Context: an optimization exercise on an open-source flow, tuned for small area, a short achievable clock period and few clock cycles. The choices shown serve that exercise and are no tape-out recipe. RTL that was checked went through simulation tests only; none was proved equivalent to the original.

## main
==> flow/design.v <==
module nasa_scale_enc (
    input  wire        clk,
    input  wire        rst,
    input  wire        start,
    input  wire [31:0] q_num,       
    input  wire [15:0] q_den,       
    input  wire [15:0] a_num,       
    input  wire [15:0] a_den,       
    input  wire [1:0]  width,       
    input  wire        is_signed,
    output wire        ready,
    output reg         done,
    output wire [31:0] bytes_out,
    output reg         range_err
);
    reg         s_idle, s_mul, s_chk, s_align, s_div, s_ovf, s_fin;
    reg         mul1;        
    reg         first;       
    reg  [5:0]  cnt;
    reg         neg;         
    reg  [1:0]  w_r;
    reg         s_r;
    reg         ovf_hi;      
    reg  [65:0] x;
    reg  [31:0] qx;          
    reg  [31:0] pd;          
    wire w8  = (w_r == 2'd0);
    wire w16 = (w_r == 2'd1);
    wire [15:0] mr_or = x[31:16] | pd[15:0];
    reg  [3:0]  top;
    integer i;
    always @* begin
        top = 4'd0;
        for (i = 0; i < 16; i = i + 1)
            if (mr_or[i]) top = i[3:0];
    end
    wire        bn    = x[16];
    wire        sub   = !x[65];
    wire [33:0] add_a = x[65:32] & {34{!s_fin}};
    wire [33:0] add_b = s_mul ? {2'd0, qx & {32{bn}}} :
                        s_fin ? {2'd0, x[32:1]} :
                                {{2{sub}}, pd ^ {32{sub}}};
    wire        rnd   = (x[0] ^ neg) && ((|x[64:33]) || (x[1] ^ neg));
    wire        add_c = s_mul ? (bn & neg) : s_fin ? 1'b1 : sub;
    wire [33:0] sum   = add_a + add_b + {33'd0, add_c};
    wire        q_bit = !sum[33];
    wire        bd    = pd[0];
    wire [16:0] sum_d = {1'b0, pd[31:16]} + (bd ? {1'b0, x[15:0]} : 17'd0);
    wire [31:0] qs    = x[32:1];
    wire hi7  = qs[7],  hi15 = qs[15], hi31 = qs[31];
    wire lo7z = ~|qs[6:0],  lo15z = ~|qs[14:0],  lo31z = ~|qs[30:0];
    wire lo7o = &qs[6:0],   lo15o = &qs[14:0],   lo31o = &qs[30:0];
    wire hiK  = neg ^ (w8 ? hi7  : w16 ? hi15  : hi31);
    wire sz   = w8 ? lo7z : w16 ? lo15z : lo31z;
    wire so   = w8 ? lo7o : w16 ? lo15o : lo31o;
    wire loKz = neg ? so : sz;                           
    wire loKo = neg ? sz : so;                           
    wire mag0 = !hiK && loKz && !rnd;                    
    wire in_range = s_r ? (neg ? (!hiK || (loKz && !rnd))              
                               : (!hiK && !(loKo && rnd)))             
                        : (neg ? mag0
                               : !(hiK && loKo && rnd));               
    assign ready = s_idle;
    assign bytes_out = x[31:0];
    wire [31:0] wmask = {{16{!w8 && !w16}}, {8{!w8}}, 8'hff};
    wire       mul_last = mul1 ? ~|mr_or[15:1] : (cnt == 6'd0);
    wire [3:0] top_m1   = top - 4'd1;
    wire       ovf0     = first && (ovf_hi || q_bit);    
    wire [5:0] n_div    = w8 ? 6'd9 : 6'd17;
    always @(posedge clk) begin
        if (s_idle) begin
            x   <= {34'd0, a_den, q_den};
            pd  <= {16'd0, a_num};
            qx  <= q_num ^ {32{q_num[31]}};
            neg <= q_num[31];
            w_r <= width;
            s_r <= is_signed;
        end
        if (s_mul) begin
            pd       <= {sum_d, pd[15:1]};
            x[65:16] <= {2'd0, sum[32:0], x[31:17]};
            if (mul_last) x[15:0] <= {1'b0, {15{neg}}};
            cnt      <= mul_last ? n_div : mul1 ? {2'd0, top_m1} : cnt - 6'd1;
            ovf_hi   <= 1'b0;
        end
        if (s_align) begin
            x      <= w8 ? {x[57:0], 8'd0} : {16'd0, x[65:16]};
            ovf_hi <= w8 && (|x[63:57]);
            if (!w8) cnt <= 6'd33;
        end
        if (s_div) begin
            x         <= {sum[32:0], x[31:0], first ? (neg && !cnt[5]) : (q_bit ^ neg)};
            cnt       <= cnt - 6'd1;
            range_err <= 1'b1;
        end
        if (s_ovf) begin
            x[31:0]   <= 32'd0;
        end
        if (s_fin) begin
            x[31:0]   <= ((rnd ^ neg) ? sum[31:0] : x[32:1]) & wmask & {32{in_range}};
            range_err <= !in_range;
        end
    end
    always @(posedge clk) begin
        if (rst) begin
            s_idle  <= 1'b1;
            s_mul   <= 1'b0;
            s_chk   <= 1'b0;
            s_align <= 1'b0;
            s_div   <= 1'b0;
            s_ovf   <= 1'b0;
            s_fin   <= 1'b0;
            done    <= 1'b0;
            first   <= 1'b0;
            mul1    <= 1'b0;
        end else begin
            done <= 1'b0;
            mul1 <= 1'b0;
            if (s_idle && start) begin
                s_idle <= 1'b0;
                s_mul  <= 1'b1;
                mul1   <= 1'b1;
            end
            if (s_mul && mul_last) begin
                s_mul   <= 1'b0;
                s_align <= w8;
                s_chk   <= w_r[1];
                s_div   <= w16;
                first   <= 1'b1;
            end
            if (s_chk) begin
                s_chk   <= 1'b0;
                s_align <= q_bit;        
                s_div   <= !q_bit;
            end
            if (s_align) begin
                s_align <= 1'b0;
                s_div   <= 1'b1;
            end
            if (s_div) begin
                first <= 1'b0;
                if (ovf0) begin
                    s_div  <= 1'b0;
                    s_ovf  <= 1'b1;
                end
                if (cnt == 6'd0) begin
                    s_div <= 1'b0;
                    s_fin <= 1'b1;
                end
            end
            if (s_ovf) begin
                s_ovf  <= 1'b0;
                s_idle <= 1'b1;
                done   <= 1'b1;
            end
            if (s_fin) begin
                s_fin  <= 1'b0;
                s_idle <= 1'b1;
                done   <= 1'b1;
            end
        end
    end
endmodule
==> flow/config.mk <==
export PLATFORM = sky130hd
export DESIGN_NAME = nasa_scale_enc
export DESIGN_NICKNAME = nasa_scale_enc
export VERILOG_FILES = /design/flow/design.v
export SDC_FILE = /design/flow/constraint.sdc
export NUM_CORES = 4
export LEC_CHECK = 0
export CAP_MARGIN = 20
export CORE_MARGIN = 2
export CORE_UTILIZATION = 40
export SLEW_MARGIN = 20
==> flow/constraint.sdc <==
create_clock -name core_clock -period 12.0 [get_ports {clk}]
set_input_delay 2.4000 -clock core_clock [delete_from_list [all_inputs] [get_ports {clk}]]
set_output_delay 2.4000 -clock core_clock [all_outputs]
set_load 0.01 [all_outputs]
standard.sh (not shown) runs the stock make flow with config.mk's settings and CLKGATE_MAP_FILE= SYNTH_SCRIPT=/design/flow/synth_recipe.tcl, a recipe that flattens the netlist after the stock synthesis.
==> flow/flow/run.sh <==
#!/bin/bash
bash standard.sh SETUP_SLACK_MARGIN=8 finish > standard.log 2>&1
main finished end to end and its layout was clean on timing, DRC and antenna.
Testbench counts of main, summed over its fixed seeds: cycles 78,008.
Input changes introduced in the feature branch (baseline for comparison: main):
-- flow/design.v --
<<< main, line 36
    end
    wire        bn    = x[16];
    wire        sub   = !x[65];
    wire [33:0] add_a = x[65:32] & {34{!s_fin}};
    wire [33:0] add_b = s_mul ? {2'd0, qx & {32{bn}}} :
>>> the feature branch, line 36
    end
    wire        bn    = x[16];
    wire        sub   = first || s_chk || !x[65];
    wire [33:0] add_a = x[65:32] & {34{!s_fin}};
    wire [33:0] add_b = s_mul ? {2'd0, qx & {32{bn}}} :
<<< main, line 90
        end
        if (s_div) begin
            x         <= {sum[32:0], x[31:0], first ? (neg && !cnt[5]) : (q_bit ^ neg)};
            cnt       <= cnt - 6'd1;
            range_err <= 1'b1;
>>> the feature branch, line 90
        end
        if (s_div) begin
            x         <= {sum[32:0], x[31:0], q_bit ^ neg};
            cnt       <= cnt - 6'd1;
            range_err <= 1'b1;
<<< main, line 143
                    s_div  <= 1'b0;
                    s_ovf  <= 1'b1;
                end
                if (cnt == 6'd0) begin
                    s_div <= 1'b0;
                    s_fin <= 1'b1;
>>> the feature branch, line 143
                    s_div  <= 1'b0;
                    s_ovf  <= 1'b1;
                end else if (cnt == 6'd0) begin
                    s_div <= 1'b0;
                    s_fin <= 1'b1;
Notes after the runs:
Looking at the reports, the feature branch completed the entire flow and the layout it produced met the timing, design-rule and antenna checks. Looking at the feature branch and main, the register area is a wash. main has a higher post-layout worst setup margin than the feature branch. Compared to main, the feature branch has count of cells resized by post-cts repair 19% higher. The feature branch vs. main: number of diodes went down by 4. Relative to main, path depth of the worst reg2reg path has increased by 1 in the feature branch. Of the feature branch and main, the lower overall routing resource usage belongs to main. Against main, the feature branch reports a placeable core area that is lower. met2 wire length was lower in the feature branch than in main. [compare] base=main new=the feature branch: number of buffers and inverters on the critical path higher, gate count after technology mapping fell 27. The run with more routed wire is main, not the feature branch. Re core utilization: the feature branch is 0.17 points up on main. Compared to main, the feature branch has initial core utilization 0.21 points lower.
For the feature branch, only the layout was checked, not whether the RTL still works.

## separate check: timing with driven ports
No port has a modelled driver above. Below, the same layouts with a new extraction and two added sets of constraints.
Step 1, drivers: a clkbuf_16 drives clk and a buf_2 each remaining input, both assumed.
Step 2 times the ports against the registers' clock, not the clock port: input delays grow and output delays shrink by t, the midpoint of the rising clock arrivals with the driver on.
a / b / c = ideal / step 1 / step 2; a / b = the first two.
run	t (ns)	setup WS [ns]	worst data-port slew with drivers (ns)
main	0.480	8.022 / 7.974 / 7.645	0.04
the feature branch	0.495	7.851 / 7.851 / 7.686	0.04
After both steps every run listed still meets setup and hold. For main, which loses most, drivers alone change the setup slack by -0.048 ns; drivers and shift together by -0.377 ns.
